Source: an optimization exercise on an open RTL-to-GDS flow (aim: small area). Production flows keep margins and buffers that such runs may drop. Only simulation tests tie the RTL to the original design; equivalence was not proved. No activity file was given, so power comes from the tool's default toggle rates.

## flow/standard.sh

```bash
#!/bin/bash
# synth_recipe.tcl (not shown) runs the flow's synth.tcl, then flattens the netlist and writes it again
# the make line also repeats each setting of config.mk as NAME=value (left out here)
make -C /OpenROAD-flow-scripts/flow DESIGN_CONFIG=/design/flow/config.mk WORK_HOME=/design/flow/orfs CLKGATE_MAP_FILE= SYNTH_SCRIPT=/design/flow/synth_recipe.tcl "${@:-finish}"
```

## flow/flow/run.sh

```bash
#!/bin/bash
# The standard layout, with three area settings of ORFS for the later steps:
#  - remove the buffers ABC put into the synthesized netlist (REMOVE_ABC_BUFFERS);
#    repair_design re-buffers any net that needs it for slew or capacitance,
#  - buffer every input and output port with buf_1 rather than the resizer's pick,
#  - build the clock tree from small clock buffers without dummy loads.
# Synthesis is the standard synthesis, unchanged.
set -euo pipefail
bash standard.sh synth > synth.log 2>&1
bash standard.sh REMOVE_ABC_BUFFERS=1 \
  "BUFFER_PORTS_ARGS=-buffer_cell sky130_fd_sc_hd__buf_1" \
  "CTS_ARGS=-sink_clustering_enable -repair_clock_nets -dont_use_dummy_load -buf_list {sky130_fd_sc_hd__clkbuf_4 sky130_fd_sc_hd__clkbuf_8}" \
  finish > layout.log 2>&1
```

## flow/constraint.sdc

```tcl
create_clock -name core_clock -period 50.0 [get_ports {clk}]
set_input_delay 10.0000 -clock core_clock [delete_from_list [all_inputs] [get_ports {clk}]]
set_output_delay 10.0000 -clock core_clock [all_outputs]
set_load 0.01 [all_outputs]
```

## flow/config.mk

```make
export PLATFORM = sky130hd
export DESIGN_NAME = stack_core
export DESIGN_NICKNAME = stack_core
export VERILOG_FILES = /design/flow/design.v
export SDC_FILE = /design/flow/constraint.sdc
export NUM_CORES = 4
export LEC_CHECK = 0
export CAP_MARGIN = 20
export CORE_MARGIN = 2
export CORE_UTILIZATION = 40
export SLEW_MARGIN = 20
```

## flow/design.v

```verilog
module stack_core (
    input  wire        clk,
    input  wire        rst,           
    output wire        mem_req,
    output wire        mem_we,
    output wire [15:0] mem_addr,
    output wire [15:0] mem_wdata,
    input  wire [15:0] mem_rdata,
    input  wire        mem_ready,
    output wire        out_valid,
    output wire [15:0] out_data,
    output wire        halted,
    output wire        faulted,
    output wire [2:0]  fault_kind,
    output wire [16:0] fault_pc,
    output reg  [16:0] pc,
    output reg  [16:0] sp,
    output reg  [15:0] fp,
    output reg  [31:0] reads,
    output reg  [31:0] writes
);
    reg [3:0]  ir;       
    reg [3:0]  ph;       
    reg [15:0] T;
    reg [16:0] F;
    reg [3:0]  cnt;
    reg        qs;
    wire [7:0] iph = {ir, ph};
    wire       ph0 = (ph == 4'd0);
    wire [2:0] fa, fb, fmode, fd, fchk;
    wire [1:0] fmem, fadr, frc, fk;
    wire       fsx, fcntclr, fcntinc, fqsld, fqsx, foutv, firld;
    assign fa[0] = ph0 | (iph == 8'd68) | (iph == 8'd98) | (iph == 8'd99) | (iph == 8'd101) | (iph == 8'd114) | (iph == 8'd116) | (iph == 8'd119) | (iph == 8'd124) | (iph == 8'd149) | (iph == 8'd194) | (iph == 8'd210) | (iph == 8'd226) | (iph == 8'd227) | (iph == 8'd242) | (iph == 8'd2) | (iph == 8'd5);
    assign fa[1] = (iph == 8'd34) | (iph == 8'd50) | (iph == 8'd66) | (iph == 8'd82) | (iph == 8'd84) | (iph == 8'd86) | (iph == 8'd88) | (iph == 8'd90) | (iph == 8'd91) | (iph == 8'd100) | (iph == 8'd101) | (iph == 8'd102) | (iph == 8'd103) | (iph == 8'd116) | (iph == 8'd118) | (iph == 8'd119) | (iph == 8'd126) | (iph == 8'd146) | (iph == 8'd148) | (iph == 8'd162) | (iph == 8'd196) | (iph == 8'd212) | (iph == 8'd227) | (iph == 8'd229) | (iph == 8'd244) | (iph == 8'd4) | (iph == 8'd5);
    assign fa[2] = (iph == 8'd35) | (iph == 8'd51) | (iph == 8'd68) | (iph == 8'd86);
    assign fb[0] = (iph == 8'd33) | (iph == 8'd35) | (iph == 8'd49) | (iph == 8'd51) | (iph == 8'd65) | (iph == 8'd83) | (iph == 8'd86) | (iph == 8'd97) | (iph == 8'd113) | (iph == 8'd115) | (iph == 8'd117) | (iph == 8'd121) | (iph == 8'd124) | (iph == 8'd125) | (iph == 8'd129) | (iph == 8'd147) | (iph == 8'd161) | (iph == 8'd193) | (iph == 8'd209) | (iph == 8'd211) | (iph == 8'd225) | (iph == 8'd228) | (iph == 8'd241) | (iph == 8'd243) | (iph == 8'd1) | (iph == 8'd3);
    assign fb[1] = (iph == 8'd87) | (iph == 8'd104) | (iph == 8'd119) | (iph == 8'd122) | (iph == 8'd124) | (iph == 8'd195) | (iph == 8'd227) | (iph == 8'd5);
    assign fb[2] = (iph == 8'd68);
    assign fmode[0] = ph0 | (iph == 8'd34) | (iph == 8'd50) | (iph == 8'd66) | (iph == 8'd82) | (iph == 8'd84) | (iph == 8'd86) | (iph == 8'd87) | (iph == 8'd88) | (iph == 8'd90) | (iph == 8'd91) | (iph == 8'd98) | (iph == 8'd100) | (iph == 8'd102) | (iph == 8'd114) | (iph == 8'd118) | (iph == 8'd124) | (iph == 8'd126) | (iph == 8'd146) | (iph == 8'd148) | (iph == 8'd149) | (iph == 8'd162) | (iph == 8'd194) | (iph == 8'd196) | (iph == 8'd210) | (iph == 8'd212) | (iph == 8'd226) | (iph == 8'd229) | (iph == 8'd242) | (iph == 8'd244) | (iph == 8'd2) | (iph == 8'd4);
    assign fmode[1] = (iph == 8'd49) | (iph == 8'd84) | (iph == 8'd87) | (iph == 8'd100) | (iph == 8'd102) | (iph == 8'd124) | (iph == 8'd196) | (iph == 8'd212) | (iph == 8'd229);
    assign fmode[2] = (iph == 8'd83) | (iph == 8'd86) | (iph == 8'd87);
    assign fd[0] = ph0 | (iph == 8'd65) | (iph == 8'd83) | (iph == 8'd97) | (iph == 8'd98) | (iph == 8'd103) | (iph == 8'd104) | (iph == 8'd113) | (iph == 8'd114) | (iph == 8'd117) | (iph == 8'd119) | (iph == 8'd121) | (iph == 8'd124) | (iph == 8'd125) | (iph == 8'd129) | (iph == 8'd147) | (iph == 8'd149) | (iph == 8'd193) | (iph == 8'd194) | (iph == 8'd209) | (iph == 8'd210) | (iph == 8'd225) | (iph == 8'd226) | (iph == 8'd227) | (iph == 8'd241) | (iph == 8'd242) | (iph == 8'd1) | (iph == 8'd2) | (iph == 8'd5);
    assign fd[1] = (iph == 8'd34) | (iph == 8'd50) | (iph == 8'd66) | (iph == 8'd68) | (iph == 8'd82) | (iph == 8'd84) | (iph == 8'd86) | (iph == 8'd88) | (iph == 8'd90) | (iph == 8'd91) | (iph == 8'd100) | (iph == 8'd102) | (iph == 8'd103) | (iph == 8'd116) | (iph == 8'd117) | (iph == 8'd118) | (iph == 8'd122) | (iph == 8'd126) | (iph == 8'd146) | (iph == 8'd148) | (iph == 8'd162) | (iph == 8'd196) | (iph == 8'd212) | (iph == 8'd229) | (iph == 8'd244) | (iph == 8'd4);
    assign fd[2] = (iph == 8'd33) | (iph == 8'd35) | (iph == 8'd49) | (iph == 8'd51) | (iph == 8'd65) | (iph == 8'd67) | (iph == 8'd68) | (iph == 8'd83) | (iph == 8'd85) | (iph == 8'd86) | (iph == 8'd87) | (iph == 8'd97) | (iph == 8'd99) | (iph == 8'd101) | (iph == 8'd113) | (iph == 8'd115) | (iph == 8'd119) | (iph == 8'd124) | (iph == 8'd161) | (iph == 8'd193) | (iph == 8'd195) | (iph == 8'd209) | (iph == 8'd211) | (iph == 8'd225) | (iph == 8'd227) | (iph == 8'd228) | (iph == 8'd241) | (iph == 8'd243) | (iph == 8'd1) | (iph == 8'd3) | (iph == 8'd5);
    assign fchk[0] = ph0 | (iph == 8'd92) | (iph == 8'd97) | (iph == 8'd99) | (iph == 8'd100) | (iph == 8'd102) | (iph == 8'd113) | (iph == 8'd129) | (iph == 8'd147) | (iph == 8'd193) | (iph == 8'd196) | (iph == 8'd209) | (iph == 8'd212) | (iph == 8'd225) | (iph == 8'd229) | (iph == 8'd241) | (iph == 8'd1);
    assign fchk[1] = (iph == 8'd33) | (iph == 8'd35) | (iph == 8'd49) | (iph == 8'd51) | (iph == 8'd65) | (iph == 8'd68) | (iph == 8'd81) | (iph == 8'd83) | (iph == 8'd91) | (iph == 8'd100) | (iph == 8'd102) | (iph == 8'd115) | (iph == 8'd121) | (iph == 8'd125) | (iph == 8'd145) | (iph == 8'd161) | (iph == 8'd196) | (iph == 8'd212) | (iph == 8'd229) | (iph == 8'd243) | (iph == 8'd3);
    assign fchk[2] = (iph == 8'd92) | (iph == 8'd123) | (iph == 8'd211) | (iph == 8'd228) | (iph == 8'd245) | (iph == 8'd6);
    assign fmem[0] = ph0 | (iph == 8'd33) | (iph == 8'd35) | (iph == 8'd49) | (iph == 8'd51) | (iph == 8'd65) | (iph == 8'd68) | (iph == 8'd81) | (iph == 8'd83) | (iph == 8'd86) | (iph == 8'd91) | (iph == 8'd97) | (iph == 8'd113) | (iph == 8'd115) | (iph == 8'd117) | (iph == 8'd121) | (iph == 8'd125) | (iph == 8'd129) | (iph == 8'd145) | (iph == 8'd147) | (iph == 8'd161) | (iph == 8'd193) | (iph == 8'd209) | (iph == 8'd211) | (iph == 8'd225) | (iph == 8'd228) | (iph == 8'd241) | (iph == 8'd243) | (iph == 8'd1) | (iph == 8'd3);
    assign fmem[1] = (iph == 8'd36) | (iph == 8'd52) | (iph == 8'd69) | (iph == 8'd89) | (iph == 8'd101) | (iph == 8'd103) | (iph == 8'd123) | (iph == 8'd197) | (iph == 8'd213) | (iph == 8'd230) | (iph == 8'd245) | (iph == 8'd6);
    assign fadr[0] = (iph == 8'd33) | (iph == 8'd35) | (iph == 8'd36) | (iph == 8'd49) | (iph == 8'd51) | (iph == 8'd52) | (iph == 8'd65) | (iph == 8'd68) | (iph == 8'd69) | (iph == 8'd81) | (iph == 8'd83) | (iph == 8'd86) | (iph == 8'd89) | (iph == 8'd91) | (iph == 8'd101) | (iph == 8'd103) | (iph == 8'd115) | (iph == 8'd117) | (iph == 8'd121) | (iph == 8'd125) | (iph == 8'd145) | (iph == 8'd161) | (iph == 8'd197) | (iph == 8'd213) | (iph == 8'd230) | (iph == 8'd243) | (iph == 8'd3);
    assign fadr[1] = (iph == 8'd123) | (iph == 8'd211) | (iph == 8'd228) | (iph == 8'd245) | (iph == 8'd6);
    assign frc[0] = ph0 | (iph == 8'd33) | (iph == 8'd35) | (iph == 8'd49) | (iph == 8'd51) | (iph == 8'd65) | (iph == 8'd81) | (iph == 8'd83) | (iph == 8'd91) | (iph == 8'd97) | (iph == 8'd113) | (iph == 8'd115) | (iph == 8'd117) | (iph == 8'd121) | (iph == 8'd125) | (iph == 8'd129) | (iph == 8'd145) | (iph == 8'd147) | (iph == 8'd161) | (iph == 8'd193) | (iph == 8'd209) | (iph == 8'd211) | (iph == 8'd225) | (iph == 8'd228) | (iph == 8'd241) | (iph == 8'd243) | (iph == 8'd1) | (iph == 8'd3);
    assign frc[1] = (iph == 8'd68);
    assign fk[0] = (iph == 8'd33) | (iph == 8'd35) | (iph == 8'd49) | (iph == 8'd51) | (iph == 8'd65) | (iph == 8'd68) | (iph == 8'd81) | (iph == 8'd83) | (iph == 8'd91) | (iph == 8'd92) | (iph == 8'd97) | (iph == 8'd113) | (iph == 8'd129) | (iph == 8'd145) | (iph == 8'd147) | (iph == 8'd161) | (iph == 8'd193) | (iph == 8'd209) | (iph == 8'd225) | (iph == 8'd241) | (iph == 8'd1);
    assign fk[1] = (iph == 8'd99) | (iph == 8'd100) | (iph == 8'd102) | (iph == 8'd115) | (iph == 8'd121) | (iph == 8'd123) | (iph == 8'd125) | (iph == 8'd196) | (iph == 8'd211) | (iph == 8'd212) | (iph == 8'd228) | (iph == 8'd229) | (iph == 8'd243) | (iph == 8'd245) | (iph == 8'd3) | (iph == 8'd6);
    assign fsx = (iph == 8'd86) | (iph == 8'd119) | (iph == 8'd227) | (iph == 8'd5);
    assign fcntclr = (iph == 8'd67) | (iph == 8'd85);
    assign fcntinc = (iph == 8'd68) | (iph == 8'd86);
    assign fqsld = (iph == 8'd81) | (iph == 8'd83);
    assign fqsx = (iph == 8'd83);
    assign foutv = (iph == 8'd162);
    assign firld = ph0;
    wire mzero = (mem_rdata == 16'd0);
    wire ms    = mem_rdata[15];
    wire cnt15 = (cnt == 4'd15);
    reg fault;
    reg [2:0] fkind;
    always @(*) begin
        case (fchk)
            3'd1: begin fault = pc[16];         fkind = 3'd1; end
            3'd2: begin fault = sp[16];         fkind = 3'd3; end
            3'd3: begin fault = (sp == 17'd0);  fkind = 3'd4; end
            3'd4: begin fault = F[16];          fkind = 3'd1; end
            3'd5: begin fault = 1'b1;           fkind = 3'd2; end
            default: begin fault = 1'b0;        fkind = 3'd0; end
        endcase
    end
    wire memop = (fmem != 2'd0);
    wire stall = memop & ~mem_ready & ~fault;
    wire go    = ~stall & ~fault;
    wire [2:0] ea = fault ? 3'd1 : fa;
    wire [2:0] eb = fault ? ((fk == 2'd2) ? 3'd3 : 3'd0) : fb;
    wire [2:0] em = fault ? ((fk == 2'd0) ? 3'd0 : 3'd3) : fmode;
    wire lsb = (ea == 3'd6) & F[15];
    wire [16:0] A = ({17{ea == 3'd1}} & pc) | ({17{ea == 3'd2}} & sp) | ({17{ea == 3'd3}} & {1'b0, fp})
                  | ({17{ea == 3'd4}} & {1'b0, T}) | ({17{ea == 3'd5 || ea == 3'd6}} & {T, lsb});
    wire gate = (eb == 3'd1) | ((eb == 3'd4) & F[15]);
    wire [16:0] B0 = ({17{gate}} & {fsx & mem_rdata[15], mem_rdata})
                   | ({17{eb == 3'd2}} & {fsx & F[15], F[15:0]})
                   | {16'd0, eb == 3'd3};
    reg inv, cin;
    always @(*) begin
        case (em)
            3'd1: begin inv = 1'b0; cin = 1'b1; end
            3'd2: begin inv = 1'b1; cin = 1'b1; end
            3'd3: begin inv = 1'b1; cin = 1'b0; end
            3'd4: begin inv = ms;   cin = ms;   end
            3'd5: begin inv = ~(ms ^ T[15]); cin = ~(ms ^ T[15]); end    
            3'd7: begin inv = qs;   cin = qs;   end
            default: begin inv = 1'b0; cin = 1'b0; end
        endcase
    end
    wire [16:0] B = B0 ^ {17{inv}};
    wire [16:0] Y;
    wire [17:0] cy;
    assign cy[0] = cin;
    genvar gi;
    generate
        for (gi = 0; gi < 17; gi = gi + 1) begin : add
            assign Y[gi]      = A[gi] ^ B[gi] ^ cy[gi];
            assign cy[gi + 1] = (A[gi] & B[gi]) | (cy[gi] & (A[gi] ^ B[gi]));
        end
    endgenerate
    wire pcLd = go & (fd == 3'd1);
    wire spLd = go & (fd == 3'd2);
    wire fpLd = go & (fd == 3'd3);
    wire tLd  = go & (fd == 3'd4 || fd == 3'd6);
    wire fLd  = fault | (go & (fd == 3'd5 || fd == 3'd6));
    wire fSh  = ~fault & (fd == 3'd6);
    wire rdI  = go & (frc == 2'd1 || (frc == 2'd2 && cnt == 4'd0));
    wire wrI  = go & (fmem == 2'd2);
    assign mem_req   = memop & ~fault;
    assign mem_we    = fmem[1];
    assign mem_addr  = (fadr == 2'd0) ? pc[15:0] : (fadr == 2'd1) ? sp[15:0] : F[15:0];
    assign mem_wdata = T;
    assign out_valid = foutv;
    assign out_data  = T;
    assign fault_pc  = F;
    reg [3:0] nph;
    always @(*) begin
        nph = ph + 4'd1;
        case (iph)
            8'd36: nph = 4'd0;
            8'd52: nph = 4'd0;
            8'd68: nph = (cnt15) ? 4'd5 : 4'd4;
            8'd69: nph = 4'd0;
            8'd81: nph = (mzero) ? 4'd10 : 4'd2;
            8'd86: nph = (cnt15) ? 4'd7 : 4'd6;
            8'd89: nph = 4'd0;
            8'd92: nph = 4'd12;
            8'd104: nph = 4'd0;
            8'd120: nph = (F[16]) ? 4'd12 : 4'd9;
            8'd123: nph = 4'd0;
            8'd129: nph = 4'd0;
            8'd145: nph = (mzero) ? 4'd2 : 4'd4;
            8'd147: nph = 4'd0;
            8'd149: nph = 4'd0;
            8'd162: nph = 4'd0;
            8'd197: nph = 4'd0;
            8'd213: nph = 4'd0;
            8'd230: nph = 4'd0;
            8'd245: nph = 4'd0;
            8'd6: nph = 4'd0;
            default: ;
        endcase
        if (ph == 4'd15) nph = 4'd15;    
        if (ph0) begin
            case (mem_rdata)
                16'd2, 16'd3, 16'd4, 16'd5, 16'd6, 16'd7, 16'd8, 16'd9, 16'd10, 16'd12, 16'd13, 16'd14, 16'd15, 16'd16: nph = 4'd1;
                16'd0: nph = 4'd15;
                default: nph = 4'd0;
            endcase
        end
    end
    wire endT1 = (iph == 8'd126);    
    wire [3:0] irn = mem_rdata[3:0];
    assign fault_kind = ir[2:0];
    assign halted  = (ph == 4'd15) & (ir[2:0] == 3'd0);
    assign faulted = (ph == 4'd15) & (ir[2:0] != 3'd0);
    wire [31:0] rdT, wrT;
    assign rdT[0] = rdI;
    assign wrT[0] = wrI;
    generate
        for (gi = 1; gi < 32; gi = gi + 1) begin : cnt_inc
            assign rdT[gi] = rdT[gi - 1] & reads[gi - 1];
            assign wrT[gi] = wrT[gi - 1] & writes[gi - 1];
        end
    endgenerate
    always @(posedge clk or posedge rst) begin
        if (rst) begin
            ph     <= 4'd0;
            pc     <= 17'd0;
            sp     <= 17'h10000;
            fp     <= 16'd0;
            reads  <= 32'd0;
            writes <= 32'd0;
        end else begin
            if (!fault && !stall) ph <= endT1 ? 4'd15 : nph;
            else if (fault) ph <= 4'd15;
            if (pcLd) pc <= Y;
            if (spLd) sp <= Y;
            if (fpLd) fp <= Y[15:0];
            reads  <= reads ^ rdT;
            writes <= writes ^ wrT;
        end
    end
    always @(posedge clk) begin
        if (fault) ir <= {1'b0, fkind};
        else if (!stall) begin
            if (endT1) ir <= 4'd1;
            else if (ph0) ir <= irn;
        end
    end
    always @(posedge clk) begin
        if (tLd) T <= Y[15:0];
        if (fLd) F <= fSh ? {F[15:0], (fmode == 3'd5) & ~Y[16]} : Y;
        if (fcntclr) cnt <= 4'd0;
        else if (fcntinc & go) cnt <= cnt + 4'd1;
        if (fqsld & go) qs <= fqsx ? (qs ^ ms) : ms;
    end
endmodule
```

==> summary.txt <==
[worst min path at each step]
stage | startpoint | end | slack (ns) | depth (start not counted)
final | writes[31] | writes[31] | 0.47 | 1
after CTS | writes[31] | writes[31] | 0.48 | 1
after detailed placement | writes[31] | writes[31] | 0.46 | 1
after global placement | writes[31] | writes[31] | 0.45 | 1
after global routing | reads[31] | reads[31] | 0.49 | 1
after floorplan | cnt[3] | cnt[3] | 0.50 | 2
[logic make-up (layout without fill, tap and decap cells)]
| family | after synthesis | after routing | share of synthesized area |
|---|---|---|---|
| simple gates | 332 | 332 | 0.1700 |
| compound gates | 236 | 236 | 0.1590 |
| flops | 160 | 160 | 0.4364 |
| xor+xnor | 28 | 28 | 0.02713 |
| mux | 28 | 28 | 0.03054 |
| buf+inv | 111 | 265 | 0.05322 |
| fa+ha+maj | 85 | 85 | 0.1237 |
[state kept, by name (all words and copies together), names as in the netlist]
register and count:
F 17, T 16, cnt 4, fp 16, ir 4, pc 17
ph 4, qs 1, reads 32, sp 17, writes 32
[layout make-up]
cell class	count	area (um2)	area share
timing repair buffer	222	900.9	0.08424
tap	319	399.1	0.03732
sequential	160	4165	0.3895
clock buffer	17	234.0	0.02188
inverter	26	100.1	0.009360
multi-input combinational	709	4895	0.4577
[per-layer routing]
layer	routed length [um]	share of wire	global-route usage	up-vias
met4	593	0.021	0.06950	0
met2	13180	0.46	0.3696	362
met3	2204	0.077	0.04736	47
met1	12620	0.44	0.3191	3970
met5	0	0	0	-
li1	-	-	-	3820
[per-stage QoR]
step | utilization | std cells | setup WS, ns | hold WS (ns) | power [mW]
floorplan | - | 895 | 31.29 | 0.5002 | 0.1374
global placement | 0.4455 | 1436 | 31.35 | 0.4522 | 0.1392
detailed placement | 0.4455 | 1436 | 31.32 | 0.4560 | 0.1393
CTS | 0.4554 | 1453 | 31.75 | 0.4752 | 0.2100
global route | 0.4556 | 1453 | 31.35 | 0.4923 | 0.2156
finish | 0.4556 | 1453 | 31.72 | 0.4734 | 0.2077
[cell usage after synthesis, types with 3 or more instances]
library cell	count
mux2i_1	19
mux2_2	8
a31oi_1	8
or4_1	3
nor3_1	13
dfrtp_1	117
nor2b_1	12
dfxtp_1	5
nand3b_1	5
buf_1	4
nor4_1	15
clkbuf_1	50
or2_2	5
xnor2_1	18
nand2_1	97
and4_1	3
and3_1	10
and2_1	6
ha_1	68
inv_1	26
a21oi_1	81
o21ai_0	56
a32oi_1	4
nand3_1	21
edfxtp_1	37
a222oi_1	15
nand4b_1	3
o22ai_1	10
or3_1	3
a22oi_1	17
nor2_1	96
xor2_1	9
nand4_1	9
fa_1	16
o211ai_1	5
buf_4	21
nand2b_1	15
buf_2	10
a211oi_1	6
[report_power, final]
part           leakage (nW)  total, mW  internal (mW)  switching (mW)
Combinational          2.76    0.00357       0.000648         0.00292
Clock                 0.122     0.0711         0.0300          0.0411
Sequential             1.97      0.133          0.133               0
==> summary.md <==
| Metric | Value |
|---|---|
| Final setup vio count | 0 |
| Post-CTS setup buffer count | 0 |
| DRT Pass-1 Iters | 6 |
| FMAX | 54.70 MHz |
| Antenna viol nets, final | 0 |
| Via count | 8,199 |
| Global placement routability congestion | 0.9773 |
| Synthesis-stage register bit count | 160 |
| Critical setup path kind | in2reg |
| Period utilisation layout | 0.3656 |
| Async S/R FF share, synth | 0.7375 |
| Power per Cell Area | 19.42 mW/mm2 |
| Die X | 158.5 um |
| # hold bufs at CTS | 0 |
| Post-synth top area cell | dfrtp_1 |
| Initial antenna violation count | 0 |
| Worst vdd ir | 0.01710 mV |
| Number of flops mapped to enable cells by yosys | 37 |
| Max-slew violation count | 0 |
| CP max-delay cell | fa_1 |
| Total routed wirelength | 28,610 um |
| Share of layout cells above drive strength 1 | 0.05467 |
| H-tree depth | 4 |
| DR iter-0 viols | 862 |
| Area added between synthesis and finish | 12.03% |
| CTS tree | built |
| Critical Path Max Stage Delay | 0.47 ns |
| Ys flop type | dfrtp_1 |
| Clock root cell | clkbuf_8 |
| Ranking of synthesized cells by area | dfrtp_1 31%, edfxtp_1 12%, ha_1 8.9% |
| WP buf/inv | 2 |
| Slew margin rel. | 0.2860 |
| Initial core utilization | 0.4067 |
| # IOs | 206 |
| Number of inserted diodes | 0 |
| I/O Buffers | 205 |
| Arrival time at the worst endpoint | 18.47 ns |
| Syn_area_per_cell | 9.740 um2 |
| Kind of end point of the critical path | register |
| Final hold violation count | 0 |
| Dpl cell area | 0.01046 mm2 |
| Clock Sink Count | 160 |
| Outcome | complete, no violations |
| Avg WL per Cell | 19.69 um |
| Most common cell on crit path | fa_1 |
| Critical R2R Launch | ir[0] |
| Clock latency on the worst-skew pair | 0.45 ns |
| Tot GR Track Use | 0.2316 |
| Row count | 56 |
| CP startpoint kind | input port |
| Tightest Pin Transition | 1.071 ns |
| Yosys top cell area share | 0.3067 |
| Synth warn | 1 |
| RSZ-0062 raised after global routing | no |
| Most frequent cells in the layout | 205 x buf_1, 117 x dfrtp_1, 97 x nand2_1 |
| Clock transition at path regs | 0.10 ns |
| R2R setup slack | 38.10 ns |
| Chip height | 158.5 um |
| DRC | 0 |
| Worst Hold Class | reg2reg |
| Final #Nets | 1,239 |
| Worst path top cell family by delay | adder cells |
| Layout Cell Area excl Fill | 0.01069 mm2 |
| First-pass GRT wire length | 44,060 um |
| R2r endpoint | F[16] |
| R2R cell count | 30 |
| Register area share after synthesis | 0.4364 |
| Die area | 0.02512 mm2 |
| Final min period | 18.28 ns |
| Largest net degree at the start of global routing | 80 |
| Vias in the first global route | 7,594 |
| Worst Path Required | 50.19 ns |
| Num CTS Buffers | 17 |
| CP startpoint | mem_rdata[15] |
| Clock skew | 0.03567 ns |
| Post-DP HPWL | 20,880 um |
| Crit. path cell count | 26 |
| Post-synth cell types | 79 |
| Core area | 0.02347 mm2 |
| Max-Cap Viols | 0 |
| CP Max Fanout | 8 |
| Leakage | 4.853 nW |
| Cells after Synth | 980 |
| Post-CTS sizing | 0 |
| CP Capture Point | F[16] |
| Vias per cell | 5.643 |
| Setup TNS Final | 0 ns |
| Synthesized cell area | 0.009545 mm2 |
| Overflow after GRT | 0 |
| Clk buf depth | 2 |
| Fill cells | 2,284 |
| Commonest non-fill, non-tap cell in the layout | buf_1 |

==> port drivers added, routing unchanged <==
The results above use ideal ports. As a check the final layout listed here was re-extracted and re-timed, cells and wires unchanged.
Step 1 assumes that a clkbuf_16 drives the clock port and a buf_2 every other input.
Step 2 adds t to the input delays and takes it off the output delays; t is the mean of the earliest and latest rising clock arrival at the registers after step 1. Input paths then give back, and output paths get back, about the clock's delay inside the block.
Slacks: no drivers / after step 1 / after step 2; pairs: no drivers / after step 1.
t, ns: 0.477
setup WS [ns]: 31.718 / 31.703 / 31.227
worst register clock-pin slew, ns: 0.10 / 0.10
After both steps setup and hold are still met in this run. The setup slack of this run moves by -0.015 ns with the drivers and by -0.491 ns with both steps.
